This is an optimization exercise on Yosys and OpenROAD, whose aim is small area, a short achievable clock period and few clock cycles per item, not a production implementation.
At most, simulation tests tie the RTL to the original design; equivalence was not proved.
Power and IR drop assume default switching activity.

==> run G: inputs <==
==> flow/design.v <==
module ws_arith (
    input  wire        clk,
    input  wire        rst,
    input  wire        in_valid,
    output wire        in_ready,
    input  wire [1:0]  in_op,
    input  wire        in_w8,
    input  wire [31:0] in_a,
    input  wire [31:0] in_b,
    output wire        out_valid,
    input  wire        out_ready,
    output wire [31:0] out_data
);
    localparam OP_SCALE = 2'd0;
    localparam OP_ENC   = 2'd1;
    localparam OP_DEC   = 2'd2;
    localparam [31:0] QNAN   = 32'h7FC00000;
    localparam [31:0] F32767 = 32'h46FFFE00;   
    localparam [31:0] F127   = 32'h42FE0000;   
    localparam U_PRE  = 3'b000;    
    localparam U_IT   = 3'b001;    
    localparam U_IDLE = 3'b100;
    localparam U_RND  = 3'b110;    
    localparam U_CHK  = 3'b111;    
    localparam K_ZERO = 2'd0;
    localparam K_INF  = 2'd1;
    localparam K_NAN  = 2'd2;
    reg [2:0]  us;
    reg [1:0]  u_op;
    reg        u_w8;
    reg        u_sgn;
    reg        fx_nan, fx_inf, fx_zero;    
    reg        fy_nan, fy_inf, fy_zero;    
    reg        fk_zero;
    reg [24:0] R;        
    reg [23:0] D;        
    reg [24:0] Q;        
    reg signed [9:0] W;  
    reg        lead;     
    reg        spec;     
    reg [4:0]  cnt;      
    reg        neg;      
    reg        seen;     
    reg        dinv;     
    reg        rz;       
    reg        qf;       
    reg        aen;      
    reg        rdy;      
    reg        g1, g2, st;   
    reg        ov;
    reg [31:0] od;
    reg        oc;
    reg        on;           
    reg [2:0]  oe;           
    reg        og2, ost;     
    reg        qv;
    reg [31:0] oq;
    assign out_valid = qv;
    assign out_data  = oq;
    wire [31:0] lx = in_a;
    wire        l_scl = (in_op == OP_SCALE);
    wire [7:0]  lxe = lx[30:23];
    wire [7:0]  lbe = in_b[30:23];
    wire lx_nan  = (lxe == 8'hFF) && (lx[22:0] != 23'd0);
    wire ly_nan  = !l_scl && (lbe == 8'hFF) && (in_b[22:0] != 23'd0);
    wire lx_inf  = (lx[30:0] == 31'h7F800000);
    wire ly_inf  = !l_scl && (in_b[30:0] == 31'h7F800000);
    wire lx_zero = (lx[30:0] == 31'd0);
    wire ly_zero = !l_scl && (in_b[30:0] == 31'd0);
    wire [15:0] lk = in_w8 ? {{8{in_a[7]}}, in_a[7:0]} : in_a[15:0];
    wire lk_zero = in_w8 ? (in_a[7:0] == 8'd0) : (in_a[15:0] == 16'd0);
    wire lk_one  = in_w8 ? ((in_a[7:1] == 7'd0) || (in_a[7:0] == 8'hFF))
                         : ((in_a[15:1] == 15'd0) || (in_a[15:0] == 16'hFFFF));
    wire l_div  = !in_op[1];
    wire l_dec  = (in_op == OP_DEC);
    wire [23:0] lxm  = {(lxe != 8'd0), lx[22:0]};
    wire [23:0] lbm  = {(lbe != 8'd0), in_b[22:0]};
    wire [7:0]  lxe1 = {lxe[7:1], lxe[0] | (lxe == 8'd0)};
    wire [7:0]  lbe1 = {lbe[7:1], lbe[0] | (lbe == 8'd0)};
    wire [23:0] lym = l_scl ? (in_w8 ? 24'hFE0000 : 24'hFFFE00) : lbm;
    wire l_sgn = (l_dec ? lk[15] : lx[31]) ^ (in_b[31] && !l_scl);
    wire u_div = !u_op[1];
    wire u_enc = (u_op == OP_ENC);
    wire u_dec = (u_op == OP_DEC);
    wire sp_nan = u_dec ? (fy_nan || (fy_inf && fk_zero))
                        : (fx_nan || fy_nan || (fx_inf && fy_inf) || (fx_zero && fy_zero));
    wire sp_inf = u_dec ? fy_inf : (fx_inf || fy_zero);
    wire sp_any = (u_op == 2'd3) ||
                  (u_dec ? (fy_nan || fy_inf || fk_zero || fy_zero)
                         : (fx_nan || fy_nan || fx_inf || fy_inf || fx_zero || fy_zero));
    wire [23:0] addend = (D ^ {24{dinv}}) & {24{aen}};
    wire [24:0] rx     = R & {25{!rz}};
    wire [25:0] sum    = {1'b0, rx} + {1'b0, dinv, addend} + {25'd0, dinv};
    wire        qb     = sum[25];                        
    wire [24:0] rsel   = (u_div && !qb) ? R : sum[24:0];
    wire [24:0] r_div  = {rsel[23:0], 1'b0};
    wire [24:0] r_mul  = {1'b0, sum[24:1]};
    wire [9:0]  w_dn   = W - 10'sd1;
    wire [9:0]  w_up   = W + 10'sd1;
    wire signed [9:0] Wt = u_enc ? (W - $signed({2'b00, Q[24:17]}) + 10'sd127) :
                           (u_op == OP_SCALE) ? (W - (u_w8 ? 10'sd6 : 10'sd14)) : W;
    wire w_ge143 = (Wt >= 10'sd143);
    wire w_ge127 = (Wt >= 10'sd127);
    wire w_eq126 = (Wt == 10'sd126);
    wire w_le124 = (Wt <= 10'sd124);
    reg  e_fin, e_inc, e_sat, e_chk;
    always @* begin
        e_fin = 1'b0; e_inc = 1'b0; e_sat = 1'b0; e_chk = 1'b0;
        if (w_ge143) begin
            if (qb) begin e_fin = 1'b1; e_sat = 1'b1; end
        end else if (w_ge127) begin
        end else if (w_eq126) begin
            if (qb) begin e_fin = 1'b1; e_inc = 1'b1; end
        end else if (!lead) begin
            if (w_le124 || !qb) e_fin = 1'b1;            
        end else if (spec) begin
            if (cnt == 5'd2) begin
                if (qb) begin e_fin = 1'b1; e_inc = 1'b1; end
            end else if (cnt == 5'd1) begin
                if (qb) e_chk = 1'b1; else e_fin = 1'b1;
            end else begin
                if (!qb) e_fin = 1'b1;
            end
        end else begin
            if (!qb) e_fin = 1'b1;
            else if (cnt == 5'd1) begin e_fin = 1'b1; e_inc = 1'b1; end
        end
    end
    wire s_done = (Q[23] && !qf) || (Wt == -10'sd23);
    wire k_done = neg ? ((&Q[15:1]) && (seen || Q[0])) : !(|Q[15:1]);
    wire m_fin  = k_done && !W[9];       
    wire k_done_nx = neg ? ((&Q[15:2]) && (seen || Q[0] || Q[1])) : !(|Q[15:2]);
    wire lk_done   = lk[15] ? ((&lk[15:1]) && lk[0]) : !(|lk[15:1]);
    wire it_fin = u_enc ? e_fin : (u_op == OP_DEC) ? m_fin : 1'b0;
    wire [23:0] acc = r_mul[23:0];
    wire        g1n = sum[0];
    wire        stn = st | g2;
    wire [9:0]  s_e   = Q[24] ? (Wt + 10'sd25) : 10'sd1;
    wire        rnd   = (us == U_RND);
    wire [9:0]  n_e   = rnd ? s_e : w_up;
    wire        c_inc = (us == U_CHK) ? (|R) : e_inc;
    wire        c_sat = sp_any ? 1'b1 : e_sat;
    wire [15:0] Qi    = Q[15:0] & {16{!qf}};       
    wire        c_big = c_sat || (u_w8 ? ((|Qi[15:7]) || (c_inc && (&Qi[6:0])))
                                       : (Qi[15] || (c_inc && (&Qi[14:0]))));
    wire [15:0] c_q   = c_big ? (u_w8 ? 16'd127 : 16'd32767) : Qi;
    wire        c_i   = !c_big && c_inc;
    wire [31:0] c_x   = u_sgn ? {16'hFFFF, ~c_q} : {16'h0000, c_q};
    wire        c_c   = c_i ^ u_sgn;
    reg [31:0] res_x;
    reg        res_c;
    always @* begin
        res_c = 1'b0;
        if (sp_any) begin
            if (u_op == 2'd3)
                res_x = 32'd0;
            else if (sp_nan)
                res_x = u_enc ? 32'd0 : QNAN;
            else if (sp_inf) begin
                res_x = u_enc ? c_x : {u_sgn, 31'h7F800000};
                res_c = u_enc & c_c;
            end else
                res_x = {u_sgn & !u_op[0], 31'd0};    
        end else if (u_enc || us == U_CHK) begin
            res_x = c_x;
            res_c = c_c;
        end else begin
            res_x = {u_sgn, n_e[6:0], rnd ? Q[24:1] : acc};
            res_c = rnd ? Q[0] : g1n;
        end
    end
    wire res_n = !sp_any && !u_enc && (us != U_CHK);    
    wire xfer  = ov && (!qv || out_ready);
    wire oq_en = !qv || out_ready;
    wire stall = ov && qv;
    wire fin   = ((us == U_IT) && (it_fin || sp_any)) || ((us == U_PRE) && sp_any) ||
                 (us == U_RND) || (us == U_CHK);
    wire done  = fin && !stall;
    reg    irdy;
    assign in_ready = irdy;
    wire   load     = in_valid && in_ready;
    wire ov_n = !rst && (done || (ov && !xfer));
    wire qv_n = !rst && (xfer || (qv && !out_ready));
    reg  rdy_n;
    always @* begin
        rdy_n = rdy;
        if (rst)
            rdy_n = 1'b1;
        else if (load)
            rdy_n = (in_op == 2'd3) || ((in_op == OP_ENC) && lx_zero) ||
                    (l_dec && lk_zero);
        else if (done)
            rdy_n = 1'b1;
        else if (!stall) begin
            case (us)
                U_PRE:   rdy_n = (u_op == OP_DEC) && D[22] && k_done && !w_dn[9];
                U_IT:    rdy_n = (u_op == OP_DEC) ? (k_done_nx && !w_up[9])
                                                  : u_enc ? e_chk : s_done;
                default: ;
            endcase
        end
    end
    wire signed [9:0] o_ep = {oe, od[30:24]};
    wire [23:0] o_acc = od[23:0];
    reg  signed [9:0] o_fe;
    reg  [22:0] o_fm;
    reg         o_fg, o_fs;
    always @* begin
        if (o_acc[23]) begin
            o_fe = o_ep;
            o_fm = o_acc[22:0];
            o_fg = oc;
            o_fs = og2 | ost;
        end else if (o_ep >= 10'sd2) begin
            o_fe = o_ep - 10'sd1;
            o_fm = {o_acc[21:0], oc};
            o_fg = og2;
            o_fs = ost;
        end else begin
            o_fe = 10'sd0;
            o_fm = o_acc[22:0];
            o_fg = oc;
            o_fs = og2 | ost;
        end
    end
    wire        o_ovf = !o_fe[9] && (o_fe[8] || (&o_fe[7:0]));
    wire [31:0] o_x   = !on ? od : o_ovf ? {od[31], 31'h7F800000} : {od[31], o_fe[7:0], o_fm};
    wire        o_c   = !on ? oc : (!o_ovf && o_fg && (o_fs || o_fm[0]));
    always @(posedge clk) begin
        ov   <= ov_n;
        qv   <= qv_n;
        rdy  <= rdy_n;
        irdy <= rdy_n && !(ov_n && qv_n);
        if (done) begin
            od  <= res_x;
            oc  <= res_c;
            on  <= res_n;
            oe  <= n_e[9:7];
            og2 <= g1 && !rnd;
            ost <= rnd ? (|R) : stn;
        end
        if (oq_en)
            oq <= o_x + {31'd0, o_c};
    end
    always @(posedge clk) begin
        if (rst)
            us <= U_IDLE;
        else if (load)
            us <= !lym[23] ? U_PRE : U_IT;
        else if (done)
            us <= U_IDLE;
        else if (!stall) begin
            if (us == U_PRE && D[22])
                us <= U_IT;
            if (us == U_IT && u_enc && e_chk)
                us <= U_CHK;
            if (us == U_IT && u_op == OP_SCALE && s_done)
                us <= U_RND;
        end
    end
    always @(posedge clk) begin
        if (in_ready) begin
            u_op   <= in_op;
            u_w8   <= in_w8;
            u_sgn  <= l_sgn;
            fx_nan  <= lx_nan;
            fx_inf  <= lx_inf;
            fx_zero <= lx_zero;
            fy_nan  <= ly_nan;
            fy_inf  <= ly_inf;
            fy_zero <= ly_zero;
            fk_zero <= lk_zero;
            R      <= {1'b0, lxm};
            D      <= lym;
            dinv   <= l_div;
            rz     <= l_dec;
            qf     <= 1'b1;
            aen    <= l_div | lk[0];
            Q      <= {lbe1, 1'b0, lk};
            W      <= {2'b00, l_dec ? lbe1 : lxe1};
            lead   <= 1'b0;
            spec   <= 1'b0;
            neg    <= lk[15];
            seen   <= 1'b0;
            g1     <= 1'b0;
            g2     <= 1'b0;
            st     <= 1'b0;
        end else if (!stall) begin
            case (us)
                U_PRE: begin
                    D <= {D[22:0], 1'b0};
                    W <= u_div ? w_up : w_dn;
                end
                U_IT: begin
                    qf <= 1'b0;
                    if (u_div) begin
                        R <= r_div;
                        W <= w_dn;
                        if (!u_enc)
                            Q <= {Q[23:0] & {24{!qf}}, qb};
                        else
                            Q[15:0] <= w_ge127 ? {Qi[14:0], qb} : Qi;
                        if (u_enc) begin
                            lead <= lead | qb;
                            cnt  <= (!lead && qb) ? 5'd24 : cnt - 5'd1;
                            if (!lead && qb && (Wt == 10'sd125)) spec <= 1'b1;
                        end
                    end else begin
                        R    <= r_mul;
                        rz   <= 1'b0;
                        W    <= w_up;
                        Q    <= {Q[24:16], Q[15], Q[15:1]};
                        seen <= seen | Q[0];
                        aen  <= Q[1] ^ (neg & (seen | Q[0]));
                        g1   <= g1n;
                        g2   <= g1;
                        st   <= stn;
                    end
                end
                default: ;
            endcase
        end
    end
endmodule
==> flow/run.sh <==
#!/bin/bash
# synth_recipe.tcl (not shown) runs the flow's synth.tcl, then flattens the netlist and writes it again
# the make line also repeats each setting of config.mk as NAME=value (left out here)
make -C /OpenROAD-flow-scripts/flow DESIGN_CONFIG=/design/flow/config.mk WORK_HOME=/design/flow/orfs CLKGATE_MAP_FILE= SYNTH_SCRIPT=/design/flow/synth_recipe.tcl finish
==> flow/config.mk <==
export PLATFORM = sky130hd
export DESIGN_NAME = ws_arith
export DESIGN_NICKNAME = ws_arith
export VERILOG_FILES = /design/flow/design.v
export SDC_FILE = /design/flow/constraint.sdc
export NUM_CORES = 4
export LEC_CHECK = 0
export ABC_AREA = 1
export CAP_MARGIN = 20
export CORE_MARGIN = 2
export CORE_UTILIZATION = 55
export SLEW_MARGIN = 60
==> flow/constraint.sdc <==
create_clock -name core_clock -period 17.0 [get_ports {clk}]
set_input_delay 3.4000 -clock core_clock [delete_from_list [all_inputs] [get_ports {clk}]]
set_output_delay 3.4000 -clock core_clock [all_outputs]
set_load 0.01 [all_outputs]
==> run B: changes against run G <==
--- a/flow/design.v
+++ b/flow/design.v
@@ -42,8 +42,6 @@
     reg        neg;      
     reg        seen;     
     reg        dinv;     
-    reg        rz;       
-    reg        qf;       
     reg        aen;      
     reg        rdy;      
     reg        g1, g2, st;   
@@ -88,9 +86,8 @@
     wire sp_any = (u_op == 2'd3) ||
                   (u_dec ? (fy_nan || fy_inf || fk_zero || fy_zero)
                          : (fx_nan || fy_nan || fx_inf || fy_inf || fx_zero || fy_zero));
-    wire [23:0] addend = (D ^ {24{dinv}}) & {24{aen}};
-    wire [24:0] rx     = R & {25{!rz}};
-    wire [25:0] sum    = {1'b0, rx} + {1'b0, dinv, addend} + {25'd0, dinv};
+    wire [23:0] addend = D & {24{aen}};
+    wire [25:0] sum    = {1'b0, R} + {1'b0, dinv, addend} + {25'd0, dinv};
     wire        qb     = sum[25];                        
     wire [24:0] rsel   = (u_div && !qb) ? R : sum[24:0];
     wire [24:0] r_div  = {rsel[23:0], 1'b0};
@@ -126,7 +123,7 @@
             else if (cnt == 5'd1) begin e_fin = 1'b1; e_inc = 1'b1; end
         end
     end
-    wire s_done = (Q[23] && !qf) || (Wt == -10'sd23);
+    wire s_done = Q[23] || (Wt == -10'sd23);
     wire k_done = neg ? ((&Q[15:1]) && (seen || Q[0])) : !(|Q[15:1]);
     wire m_fin  = k_done && !W[9];       
     wire k_done_nx = neg ? ((&Q[15:2]) && (seen || Q[0] || Q[1])) : !(|Q[15:2]);
@@ -140,10 +137,9 @@
     wire [9:0]  n_e   = rnd ? s_e : w_up;
     wire        c_inc = (us == U_CHK) ? (|R) : e_inc;
     wire        c_sat = sp_any ? 1'b1 : e_sat;
-    wire [15:0] Qi    = Q[15:0] & {16{!qf}};       
-    wire        c_big = c_sat || (u_w8 ? ((|Qi[15:7]) || (c_inc && (&Qi[6:0])))
-                                       : (Qi[15] || (c_inc && (&Qi[14:0]))));
-    wire [15:0] c_q   = c_big ? (u_w8 ? 16'd127 : 16'd32767) : Qi;
+    wire        c_big = c_sat || (u_w8 ? ((|Q[15:7]) || (c_inc && (&Q[6:0])))
+                                       : (Q[15] || (c_inc && (&Q[14:0]))));
+    wire [15:0] c_q   = c_big ? (u_w8 ? 16'd127 : 16'd32767) : Q[15:0];
     wire        c_i   = !c_big && c_inc;
     wire [31:0] c_x   = u_sgn ? {16'hFFFF, ~c_q} : {16'h0000, c_q};
     wire        c_c   = c_i ^ u_sgn;
@@ -193,7 +189,7 @@
             rdy_n = 1'b1;
         else if (!stall) begin
             case (us)
-                U_PRE:   rdy_n = (u_op == OP_DEC) && D[22] && k_done && !w_dn[9];
+                U_PRE:   rdy_n = (u_op == OP_DEC) && (D[22] ^ dinv) && k_done && !w_dn[9];
                 U_IT:    rdy_n = (u_op == OP_DEC) ? (k_done_nx && !w_up[9])
                                                   : u_enc ? e_chk : s_done;
                 default: ;
@@ -250,7 +246,7 @@
         else if (done)
             us <= U_IDLE;
         else if (!stall) begin
-            if (us == U_PRE && D[22])
+            if (us == U_PRE && (D[22] ^ dinv))
                 us <= U_IT;
             if (us == U_IT && u_enc && e_chk)
                 us <= U_CHK;
@@ -270,13 +266,11 @@
             fy_inf  <= ly_inf;
             fy_zero <= ly_zero;
             fk_zero <= lk_zero;
-            R      <= {1'b0, lxm};
-            D      <= lym;
+            R      <= l_div ? {1'b0, lxm} : 25'd0;
+            D      <= lym ^ {24{l_div}};
             dinv   <= l_div;
-            rz     <= l_dec;
-            qf     <= 1'b1;
             aen    <= l_div | lk[0];
-            Q      <= {lbe1, 1'b0, lk};
+            Q      <= l_dec ? {9'd0, lk} : (in_op == OP_ENC) ? {lbe1, 17'd0} : 25'd0;
             W      <= {2'b00, l_dec ? lbe1 : lxe1};
             lead   <= 1'b0;
             spec   <= 1'b0;
@@ -288,18 +282,17 @@
         end else if (!stall) begin
             case (us)
                 U_PRE: begin
-                    D <= {D[22:0], 1'b0};
+                    D <= {D[22:0], dinv};
                     W <= u_div ? w_up : w_dn;
                 end
                 U_IT: begin
-                    qf <= 1'b0;
                     if (u_div) begin
                         R <= r_div;
                         W <= w_dn;
                         if (!u_enc)
-                            Q <= {Q[23:0] & {24{!qf}}, qb};
-                        else
-                            Q[15:0] <= w_ge127 ? {Qi[14:0], qb} : Qi;
+                            Q <= {Q[23:0], qb};
+                        else if (w_ge127)
+                            Q[15:0] <= {Q[14:0], qb};
                         if (u_enc) begin
                             lead <= lead | qb;
                             cnt  <= (!lead && qb) ? 5'd24 : cnt - 5'd1;
@@ -307,7 +300,6 @@
                         end
                     end else begin
                         R    <= r_mul;
-                        rz   <= 1'b0;
                         W    <= w_up;
                         Q    <= {Q[24:16], Q[15], Q[15:1]};
                         seen <= seen | Q[0];
SLEW_MARGIN = 50   (was 60)
==> run E: changes against run G <==
--- a/flow/design.v
+++ b/flow/design.v
@@ -42,8 +42,6 @@
     reg        neg;      
     reg        seen;     
     reg        dinv;     
-    reg        rz;       
-    reg        qf;       
     reg        aen;      
     reg        rdy;      
     reg        g1, g2, st;   
@@ -88,9 +86,8 @@
     wire sp_any = (u_op == 2'd3) ||
                   (u_dec ? (fy_nan || fy_inf || fk_zero || fy_zero)
                          : (fx_nan || fy_nan || fx_inf || fy_inf || fx_zero || fy_zero));
-    wire [23:0] addend = (D ^ {24{dinv}}) & {24{aen}};
-    wire [24:0] rx     = R & {25{!rz}};
-    wire [25:0] sum    = {1'b0, rx} + {1'b0, dinv, addend} + {25'd0, dinv};
+    wire [23:0] addend = D & {24{aen}};
+    wire [25:0] sum    = {1'b0, R} + {1'b0, dinv, addend} + {25'd0, dinv};
     wire        qb     = sum[25];                        
     wire [24:0] rsel   = (u_div && !qb) ? R : sum[24:0];
     wire [24:0] r_div  = {rsel[23:0], 1'b0};
@@ -126,7 +123,7 @@
             else if (cnt == 5'd1) begin e_fin = 1'b1; e_inc = 1'b1; end
         end
     end
-    wire s_done = (Q[23] && !qf) || (Wt == -10'sd23);
+    wire s_done = Q[23] || (Wt == -10'sd23);
     wire k_done = neg ? ((&Q[15:1]) && (seen || Q[0])) : !(|Q[15:1]);
     wire m_fin  = k_done && !W[9];       
     wire k_done_nx = neg ? ((&Q[15:2]) && (seen || Q[0] || Q[1])) : !(|Q[15:2]);
@@ -140,10 +137,9 @@
     wire [9:0]  n_e   = rnd ? s_e : w_up;
     wire        c_inc = (us == U_CHK) ? (|R) : e_inc;
     wire        c_sat = sp_any ? 1'b1 : e_sat;
-    wire [15:0] Qi    = Q[15:0] & {16{!qf}};       
-    wire        c_big = c_sat || (u_w8 ? ((|Qi[15:7]) || (c_inc && (&Qi[6:0])))
-                                       : (Qi[15] || (c_inc && (&Qi[14:0]))));
-    wire [15:0] c_q   = c_big ? (u_w8 ? 16'd127 : 16'd32767) : Qi;
+    wire        c_big = c_sat || (u_w8 ? ((|Q[15:7]) || (c_inc && (&Q[6:0])))
+                                       : (Q[15] || (c_inc && (&Q[14:0]))));
+    wire [15:0] c_q   = c_big ? (u_w8 ? 16'd127 : 16'd32767) : Q[15:0];
     wire        c_i   = !c_big && c_inc;
     wire [31:0] c_x   = u_sgn ? {16'hFFFF, ~c_q} : {16'h0000, c_q};
     wire        c_c   = c_i ^ u_sgn;
@@ -193,7 +189,7 @@
             rdy_n = 1'b1;
         else if (!stall) begin
             case (us)
-                U_PRE:   rdy_n = (u_op == OP_DEC) && D[22] && k_done && !w_dn[9];
+                U_PRE:   rdy_n = (u_op == OP_DEC) && (D[22] ^ dinv) && k_done && !w_dn[9];
                 U_IT:    rdy_n = (u_op == OP_DEC) ? (k_done_nx && !w_up[9])
                                                   : u_enc ? e_chk : s_done;
                 default: ;
@@ -250,7 +246,7 @@
         else if (done)
             us <= U_IDLE;
         else if (!stall) begin
-            if (us == U_PRE && D[22])
+            if (us == U_PRE && (D[22] ^ dinv))
                 us <= U_IT;
             if (us == U_IT && u_enc && e_chk)
                 us <= U_CHK;
@@ -270,13 +266,11 @@
             fy_inf  <= ly_inf;
             fy_zero <= ly_zero;
             fk_zero <= lk_zero;
-            R      <= {1'b0, lxm};
-            D      <= lym;
+            R      <= l_div ? {1'b0, lxm} : 25'd0;
+            D      <= lym ^ {24{l_div}};
             dinv   <= l_div;
-            rz     <= l_dec;
-            qf     <= 1'b1;
             aen    <= l_div | lk[0];
-            Q      <= {lbe1, 1'b0, lk};
+            Q      <= l_dec ? {9'd0, lk} : (in_op == OP_ENC) ? {lbe1, 17'd0} : 25'd0;
             W      <= {2'b00, l_dec ? lbe1 : lxe1};
             lead   <= 1'b0;
             spec   <= 1'b0;
@@ -288,18 +282,17 @@
         end else if (!stall) begin
             case (us)
                 U_PRE: begin
-                    D <= {D[22:0], 1'b0};
+                    D <= {D[22:0], dinv};
                     W <= u_div ? w_up : w_dn;
                 end
                 U_IT: begin
-                    qf <= 1'b0;
                     if (u_div) begin
                         R <= r_div;
                         W <= w_dn;
                         if (!u_enc)
-                            Q <= {Q[23:0] & {24{!qf}}, qb};
-                        else
-                            Q[15:0] <= w_ge127 ? {Qi[14:0], qb} : Qi;
+                            Q <= {Q[23:0], qb};
+                        else if (w_ge127)
+                            Q[15:0] <= {Q[14:0], qb};
                         if (u_enc) begin
                             lead <= lead | qb;
                             cnt  <= (!lead && qb) ? 5'd24 : cnt - 5'd1;
@@ -307,7 +300,6 @@
                         end
                     end else begin
                         R    <= r_mul;
-                        rz   <= 1'b0;
                         W    <= w_up;
                         Q    <= {Q[24:16], Q[15], Q[15:1]};
                         seen <= seen | Q[0];
CORE_UTILIZATION = 60   (was 55)
SLEW_MARGIN = 70   (was 60)
==> run X: changes against run G <==
--- a/flow/design.v
+++ b/flow/design.v
@@ -42,8 +42,6 @@
     reg        neg;      
     reg        seen;     
     reg        dinv;     
-    reg        rz;       
-    reg        qf;       
     reg        aen;      
     reg        rdy;      
     reg        g1, g2, st;   
@@ -88,9 +86,8 @@
     wire sp_any = (u_op == 2'd3) ||
                   (u_dec ? (fy_nan || fy_inf || fk_zero || fy_zero)
                          : (fx_nan || fy_nan || fx_inf || fy_inf || fx_zero || fy_zero));
-    wire [23:0] addend = (D ^ {24{dinv}}) & {24{aen}};
-    wire [24:0] rx     = R & {25{!rz}};
-    wire [25:0] sum    = {1'b0, rx} + {1'b0, dinv, addend} + {25'd0, dinv};
+    wire [23:0] addend = D & {24{aen}};
+    wire [25:0] sum    = {1'b0, R} + {1'b0, dinv, addend} + {25'd0, dinv};
     wire        qb     = sum[25];                        
     wire [24:0] rsel   = (u_div && !qb) ? R : sum[24:0];
     wire [24:0] r_div  = {rsel[23:0], 1'b0};
@@ -126,7 +123,7 @@
             else if (cnt == 5'd1) begin e_fin = 1'b1; e_inc = 1'b1; end
         end
     end
-    wire s_done = (Q[23] && !qf) || (Wt == -10'sd23);
+    wire s_done = Q[23] || (Wt == -10'sd23);
     wire k_done = neg ? ((&Q[15:1]) && (seen || Q[0])) : !(|Q[15:1]);
     wire m_fin  = k_done && !W[9];       
     wire k_done_nx = neg ? ((&Q[15:2]) && (seen || Q[0] || Q[1])) : !(|Q[15:2]);
@@ -140,10 +137,9 @@
     wire [9:0]  n_e   = rnd ? s_e : w_up;
     wire        c_inc = (us == U_CHK) ? (|R) : e_inc;
     wire        c_sat = sp_any ? 1'b1 : e_sat;
-    wire [15:0] Qi    = Q[15:0] & {16{!qf}};       
-    wire        c_big = c_sat || (u_w8 ? ((|Qi[15:7]) || (c_inc && (&Qi[6:0])))
-                                       : (Qi[15] || (c_inc && (&Qi[14:0]))));
-    wire [15:0] c_q   = c_big ? (u_w8 ? 16'd127 : 16'd32767) : Qi;
+    wire        c_big = c_sat || (u_w8 ? ((|Q[15:7]) || (c_inc && (&Q[6:0])))
+                                       : (Q[15] || (c_inc && (&Q[14:0]))));
+    wire [15:0] c_q   = c_big ? (u_w8 ? 16'd127 : 16'd32767) : Q[15:0];
     wire        c_i   = !c_big && c_inc;
     wire [31:0] c_x   = u_sgn ? {16'hFFFF, ~c_q} : {16'h0000, c_q};
     wire        c_c   = c_i ^ u_sgn;
@@ -193,7 +189,7 @@
             rdy_n = 1'b1;
         else if (!stall) begin
             case (us)
-                U_PRE:   rdy_n = (u_op == OP_DEC) && D[22] && k_done && !w_dn[9];
+                U_PRE:   rdy_n = (u_op == OP_DEC) && (D[22] ^ dinv) && k_done && !w_dn[9];
                 U_IT:    rdy_n = (u_op == OP_DEC) ? (k_done_nx && !w_up[9])
                                                   : u_enc ? e_chk : s_done;
                 default: ;
@@ -250,7 +246,7 @@
         else if (done)
             us <= U_IDLE;
         else if (!stall) begin
-            if (us == U_PRE && D[22])
+            if (us == U_PRE && (D[22] ^ dinv))
                 us <= U_IT;
             if (us == U_IT && u_enc && e_chk)
                 us <= U_CHK;
@@ -270,13 +266,11 @@
             fy_inf  <= ly_inf;
             fy_zero <= ly_zero;
             fk_zero <= lk_zero;
-            R      <= {1'b0, lxm};
-            D      <= lym;
+            R      <= l_div ? {1'b0, lxm} : 25'd0;
+            D      <= lym ^ {24{l_div}};
             dinv   <= l_div;
-            rz     <= l_dec;
-            qf     <= 1'b1;
             aen    <= l_div | lk[0];
-            Q      <= {lbe1, 1'b0, lk};
+            Q      <= l_dec ? {9'd0, lk} : (in_op == OP_ENC) ? {lbe1, 17'd0} : 25'd0;
             W      <= {2'b00, l_dec ? lbe1 : lxe1};
             lead   <= 1'b0;
             spec   <= 1'b0;
@@ -288,18 +282,17 @@
         end else if (!stall) begin
             case (us)
                 U_PRE: begin
-                    D <= {D[22:0], 1'b0};
+                    D <= {D[22:0], dinv};
                     W <= u_div ? w_up : w_dn;
                 end
                 U_IT: begin
-                    qf <= 1'b0;
                     if (u_div) begin
                         R <= r_div;
                         W <= w_dn;
                         if (!u_enc)
-                            Q <= {Q[23:0] & {24{!qf}}, qb};
-                        else
-                            Q[15:0] <= w_ge127 ? {Qi[14:0], qb} : Qi;
+                            Q <= {Q[23:0], qb};
+                        else if (w_ge127)
+                            Q[15:0] <= {Q[14:0], qb};
                         if (u_enc) begin
                             lead <= lead | qb;
                             cnt  <= (!lead && qb) ? 5'd24 : cnt - 5'd1;
@@ -307,7 +300,6 @@
                         end
                     end else begin
                         R    <= r_mul;
-                        rz   <= 1'b0;
                         W    <= w_up;
                         Q    <= {Q[24:16], Q[15], Q[15:1]};
                         seen <= seen | Q[0];
ABC_AREA = not set   (was 1)
==> qor summary <==
item	run E	run G	run B	run X
Sequential-cell power consumption	0.718 mW	0.685 mW	0.719 mW	0.769 mW
Share of the final layout cell area in multi-input gates	48.6%	48.6%	48.1%	52.1%
Minimum setup slack after placement	11560 ps	11510 ps	10520 ps	11200 ps
Most used cell along the critical path	sky130_fd_sc_hd__o21ai_0	sky130_fd_sc_hd__nand2_1	sky130_fd_sc_hd__inv_1	-
Result of the run	no timing/DRC/antenna violations	no timing/DRC/antenna violations	no timing/DRC/antenna violations	no timing/DRC/antenna violations
Ratio of routed vias to standard cells	5.98	5.71	5.83	6.45
Count of routing violations after the opening detailed-route iteration	1485	1283	1197	1502
Sequential fraction of the synthesis area	36.6%	35.8%	36.6%	37.6%
GRT Overall Usage	33.4%	31.4%	30.8%	30.6%
Synth Net Count	2146	2271	2146	1816
Combinational group share of total power	48.5%	47.5%	47.5%	48.9%
Power in the clock group	0.409 mW	0.399 mW	0.413 mW	0.391 mW
Area taken by flip-flops and latches	5470 µm²	5500 µm²	5470 µm²	5470 µm²
Initial Util	61.1%	55.6%	55.6%	56.0%
Setup slack on the worst flop-to-flop path	12440 ps	11810 ps	12540 ps	11120 ps
Static power due to leakage	7.54 nW	7.63 nW	7.44 nW	6.20 nW
Vias in the first global route	13500	13700	13300	12400
Number of clock-tree buffers in the layout	18	18	18	17
Clock skew after layout	24.6 ps	16.9 ps	24.8 ps	16.4 ps
Met1 usage in global routing	44.1%	40.5%	40.8%	42.8%
Buffers excl. clock	125	126	118	128
Final net count	2226	2341	2219	1866
Testbench counts of run B, summed over its fixed seeds: cycles 21,243, items 3,936.
Testbench counts of run E, summed over its fixed seeds: cycles 21,243, items 3,936.
Testbench counts of run X, summed over its fixed seeds: cycles 21,243, items 3,936.
Only the layout flow was run in run G; the RTL was not checked for function there.

-- re-timing with driven ports --
How much do the figures lean on ideal ports? The routed layouts below were timed once more, with nothing changed but the port constraints. Step 1 (the two cells are an assumption about what drives the block):
set clk [get_ports {clk}]
set_driving_cell -lib_cell sky130_fd_sc_hd__clkbuf_16 $clk
set_driving_cell -lib_cell sky130_fd_sc_hd__buf_2 [delete_from_list [all_inputs] $clk]
Step 2 adds t to the input delays and takes it off the output delays; t is the mean of the earliest and latest rising clock arrival at the registers after step 1. Input paths then give back, and output paths get back, about the clock's delay inside the block. Slacks: ideal ports / drivers / drivers and shift; pairs: ideal ports / drivers.
run | t (ns) | setup WS [ns] | worst register clock-pin slew, ns | worst slew at a driven data input, ns
run G | 0.499 | 11.814 / 11.767 / 11.463 | 0.08 / 0.08 | 0.05
run B | 0.495 | 10.907 / 10.935 / 10.439 | 0.09 / 0.09 | 0.06
run E | 0.497 | 11.981 / 11.963 / 11.515 | 0.09 / 0.09 | 0.04
run X | 0.494 | 11.115 / 11.115 / 11.115 | 0.08 / 0.08 | 0.05
After both steps every run listed still meets setup and hold. The setup slack of run B, which loses most, moves by +0.028 ns with the drivers and by -0.468 ns with both steps.
